This is an optimization exercise on Yosys and OpenROAD, whose aim is small area, a short achievable clock period and few clock cycles, not a production implementation. Where RTL was checked, it was by simulation tests only, not by an equivalence proof against the original. Power is estimated from default activity; no workload was simulated.

## main
Design pcf8583_rtc, start of the top module:
module pcf8583_rtc (
    input  wire        clk,
    input  wire        rst,
    input  wire        scl_i,
    input  wire        sda_i,
    input  wire [39:0] host_now,
    input  wire [6:0]  host_cs,
    output wire        sda_o,
    output wire        busy
);
For scale: ~2,400 flip-flops, ~53 I/O pins, about 74,000 um^2 of cells after synthesis.
export LEC_CHECK = 0
export CAP_MARGIN = 20
export CORE_MARGIN = 2
export CORE_UTILIZATION = 55
export CTS_BUF_LIST = sky130_fd_sc_hd__clkbuf_8
export CTS_CLUSTER_DIAMETER = 50
export CTS_CLUSTER_SIZE = 20
export SLEW_MARGIN = 20
create_clock -name core_clock -period 20.0 [get_ports {clk}]
standard.sh (not shown) runs the stock make flow with config.mk's settings and CLKGATE_MAP_FILE= SYNTH_SCRIPT=/design/flow/synth_recipe.tcl, a recipe that flattens the netlist after the stock synthesis.
==> flow/flow/run.sh <==
#!/bin/bash
# The standard layout (the standard.sh: unchanged synthesis, floorplan,
# placement, clock tree and routing) with two changes to how it is made:
#  - the port buffers are buf_2 cells (every port still gets its own buffer);
#  - the timing repair steps are asked to leave a setup margin, so that the
#    design is optimised toward a clock period shorter than the
#    constraint's. The constraint file itself is not changed.
set -euo pipefail
export BUFFER_PORTS_ARGS="-buffer_cell sky130_fd_sc_hd__buf_2"
export SETUP_SLACK_MARGIN=14.8
bash standard.sh > standard.log 2>&1
Testbench counts of main, summed over its fixed seeds: cycles 117,860.
What the feature branch does differently from main at the input level:
Settings: CTS_BUF_LIST: sky130_fd_sc_hd__clkbuf_8 -> unset; CTS_CLUSTER_DIAMETER: 50 -> 100; CTS_CLUSTER_SIZE: 20 -> 24.
- The feature branch vs main: maximum clock frequency up slightly
- The feature branch has final period utilization below what main had.
- Looking at main and the feature branch, the utilization is a wash.

Another version of the RTL of pcf8583_rtc (not shown whole).
For scale: about 6,300 cells after synthesis, about 2,400 flip-flops, ~0.076 mm^2 of cells after synthesis.
## pcf8583_rtc
module pcf8583_rtc (
    input  wire        clk,
    input  wire        rst,
    input  wire        scl_i,
    input  wire        sda_i,
    input  wire [39:0] host_now,
    input  wire [6:0]  host_cs,
    output wire        sda_o,
    output wire        busy
);
export LEC_CHECK = 0
export CAP_MARGIN = 20
export CORE_MARGIN = 2
export CORE_UTILIZATION = 30
export SLEW_MARGIN = 20
create_clock -name core_clock -period 20.0 [get_ports {clk}]
==> flow/flow/run.sh <==
#!/bin/bash
# The standard layout (the standard.sh, unchanged synthesis, floorplan,
# placement, clock tree and routing), with the timing repair steps asked to
# leave a setup margin, so that the design is optimised toward a clock
# period shorter than the constraint's. The constraint file is not changed.
set -euo pipefail
export SETUP_SLACK_MARGIN=14.7
bash standard.sh > standard.log 2>&1
Testbench counts at the start, summed over its fixed seeds: cycles 117,868.
==> next run, changes <==
--- a/flow/flow/run.sh
+++ b/flow/flow/run.sh
@@ -6,3 +6,3 @@
 set -euo pipefail
-export SETUP_SLACK_MARGIN=14.7
+export SETUP_SLACK_MARGIN=14.2
 bash standard.sh > standard.log 2>&1
The new run produced a clean layout.
Via count decreases by 0.33%.
Cell count went down by 0.38%.
Setup slack got worse by 0.31 ns.
Final area came out lower by 0.64%.

## 01-19
pcf8583_rtc, a different RTL version from the one above (not shown whole).
Size in the first run: ~6200 cells after synthesis, roughly 53 I/O pins, roughly 0.074 mm^2 of cells after synthesis.
## pcf8583_rtc
module pcf8583_rtc (
    input  wire        clk,
    input  wire        rst,
    input  wire        scl_i,
    input  wire        sda_i,
    input  wire [39:0] host_now,
    input  wire [6:0]  host_cs,
    output wire        sda_o,
    output wire        busy
);
export LEC_CHECK = 0
export CAP_MARGIN = 20
export CORE_MARGIN = 2
export CORE_UTILIZATION = 70
export CTS_CLUSTER_DIAMETER = 90
export CTS_CLUSTER_SIZE = 24
export SLEW_MARGIN = 20
create_clock -name core_clock -period 20.0 [get_ports {clk}]
==> flow/flow/run.sh <==
#!/bin/bash
# The standard layout (the standard.sh: unchanged synthesis, floorplan,
# placement, clock tree and routing) with two changes to how it is made:
#  - the port buffers are buf_2 cells (every port still gets its own buffer);
#  - the timing repair steps are asked to leave a setup margin, so that the
#    design is optimised toward a clock period shorter than the
#    constraint's. The constraint file itself is not changed.
set -euo pipefail
export BUFFER_PORTS_ARGS="-buffer_cell sky130_fd_sc_hd__buf_2"
export SETUP_SLACK_MARGIN=14.9
bash standard.sh > standard.log 2>&1
01-19 completed; timing, DRC and antenna clean
Testbench counts of 01-19, summed over its fixed seeds: cycles 117,868.
> inputs changed (01-19 -> 05-07)
# 01-19
export LEC_CHECK = 0
export CAP_MARGIN = 20
export CORE_MARGIN = 2
export CORE_UTILIZATION = 70
export CTS_CLUSTER_DIAMETER = 90
export CTS_CLUSTER_SIZE = 24
export SLEW_MARGIN = 20
create_clock -name core_clock -period 20.0 [get_ports {clk}]
# 05-07
export LEC_CHECK = 0
export CAP_MARGIN = 20
export CORE_MARGIN = 2
export CORE_UTILIZATION = 55
export CTS_CLUSTER_DIAMETER = 100
export CTS_CLUSTER_SIZE = 24
export SLEW_MARGIN = 20
create_clock -name core_clock -period 20.0 [get_ports {clk}]
diff --git a/flow/flow/run.sh b/flow/flow/run.sh
--- a/flow/flow/run.sh
+++ b/flow/flow/run.sh
@@ -10 +10 @@
-export SETUP_SLACK_MARGIN=14.9
+export SETUP_SLACK_MARGIN=14.8
[summary]
Between 05-07 and 01-19, it is 05-07 whose count of cells resized by post-cts repair is lower, by 9.
Effective utilization at floorplan, 01-19 and 05-07: lower on 05-07
Measured against each other, 01-19 and 05-07 differ in slew at the pin with the worst max-slew slack, the lower figure coming from 05-07.
Changes observed in 05-07 relative to 01-19: instance count of the mapped netlist about even; storage element area about even; non-filler instance count after layout rose 367.

rev 12:
pcf8583_rtc, a different RTL version from the one above (not shown whole).
Size: about 6300 cells after synthesis, roughly 53 I/O pins, roughly 76000 um2 of cells after synthesis.
Design pcf8583_rtc, start of the top module:
module pcf8583_rtc (
    input  wire        clk,
    input  wire        rst,
    input  wire        scl_i,
    input  wire        sda_i,
    input  wire [39:0] host_now,
    input  wire [6:0]  host_cs,
    output wire        sda_o,
    output wire        busy
);
==> flow/config.mk <==
export PLATFORM = sky130hd
export DESIGN_NAME = pcf8583_rtc
export DESIGN_NICKNAME = pcf8583_rtc
export VERILOG_FILES = /design/flow/design.v
export SDC_FILE = /design/flow/constraint.sdc
export NUM_CORES = 4
export LEC_CHECK = 0
export CAP_MARGIN = 20
export CORE_MARGIN = 2
export CORE_UTILIZATION = 55
export CTS_CLUSTER_DIAMETER = 100
export CTS_CLUSTER_SIZE = 26
export SLEW_MARGIN = 20
==> flow/constraint.sdc <==
create_clock -name core_clock -period 20.0 [get_ports {clk}]
set_input_delay 4.0000 -clock core_clock [delete_from_list [all_inputs] [get_ports {clk}]]
set_output_delay 4.0000 -clock core_clock [all_outputs]
set_load 0.01 [all_outputs]
==> flow/flow/run.sh <==
#!/bin/bash
# The standard layout (the standard.sh: unchanged synthesis, floorplan,
# placement, clock tree and routing) with two changes to how it is made:
#  - the port buffers are buf_2 cells (every port still gets its own buffer);
#  - the timing repair steps are asked to leave a setup margin, so that the
#    design is optimised toward a clock period shorter than the
#    constraint's. The constraint file itself is not changed.
set -euo pipefail
export BUFFER_PORTS_ARGS="-buffer_cell sky130_fd_sc_hd__buf_2"
export SETUP_SLACK_MARGIN=14.8
bash standard.sh > standard.log 2>&1
Changes in rev 13 relative to rev 12:
- ABC_AREA now 1, previously not set
[summary]
Against rev 12, the final cell area of rev 13 is higher. Rev 13 vs rev 12 — maximum frequency dropped by a few percent. Re maximum fanout along the worst path: rev 12 was lower than rev 13. Taking rev 12 as the reference, in rev 13 headroom to the max-slew limit shrank by 2.6 points; global-route wire length before repair grew by 8.7%. Summary of rev 13 over rev 12: sequential portion of the cell area now smaller, final period demand of the worst path now larger, sequential cell count comparable, via count now sits higher. Comparing rev 13 and rev 12, the lower reported combinational group power is on rev 12.
No functional check of the RTL was part of any run of this note.

-- afterwards: timing with drivers on the ports --
How much do the figures lean on ideal ports? The routed layouts below were timed once more, with nothing changed but the port constraints.
Step 1: set_driving_cell puts a clkbuf_16 on clk and a buf_2 on each other input, an assumption about the parent block.
Step 2 times the ports against the registers' clock, not the clock port: input delays grow and output delays shrink by t, the midpoint of the rising clock arrivals with the driver on.
Slacks: no drivers / after step 1 / after step 2; pairs: no drivers / after step 1.
run | shift t [ns] | setup slack, ns | worst hold slack (ns) | worst setup path after step 2 | slew at the worst register clock pin (ns)
main | 0.941 | 14.624 / 14.551 / 14.162 | 0.306 / 0.306 / 0.306 | input to register | 0.12 / 0.12
the feature branch | 0.835 | 14.719 / 14.641 / 14.181 | 0.303 / 0.303 / 0.303 | input to register | 0.11 / 0.11
the first run of note 2 | 0.903 | 14.739 / 14.660 / 13.811 | 0.222 / 0.222 / 0.222 | input to register | 0.07 / 0.07
the second run of note 2 | 0.891 | 14.434 / 14.434 / 13.782 | 0.260 / 0.260 / 0.260 | input to register | 0.07 / 0.07
01-19 | 0.818 | 14.796 / 14.716 / 14.345 | 0.292 / 0.292 / 0.292 | input to register | 0.11 / 0.11
05-07 | 0.811 | 14.771 / 14.698 / 14.346 | 0.269 / 0.269 / 0.269 | input to register | 0.11 / 0.11
rev 12 | 0.821 | 14.771 / 14.689 / 14.313 | 0.302 / 0.302 / 0.302 | input to register | 0.12 / 0.12
rev 13 | 0.843 | 14.624 / 14.545 / 14.012 | 0.314 / 0.314 / 0.314 | input to register | 0.11 / 0.11
After both steps setup and hold are still met in every run listed. The setup slack of the first run of note 2, which loses most, moves by -0.079 ns with the drivers and by -0.928 ns with both steps.
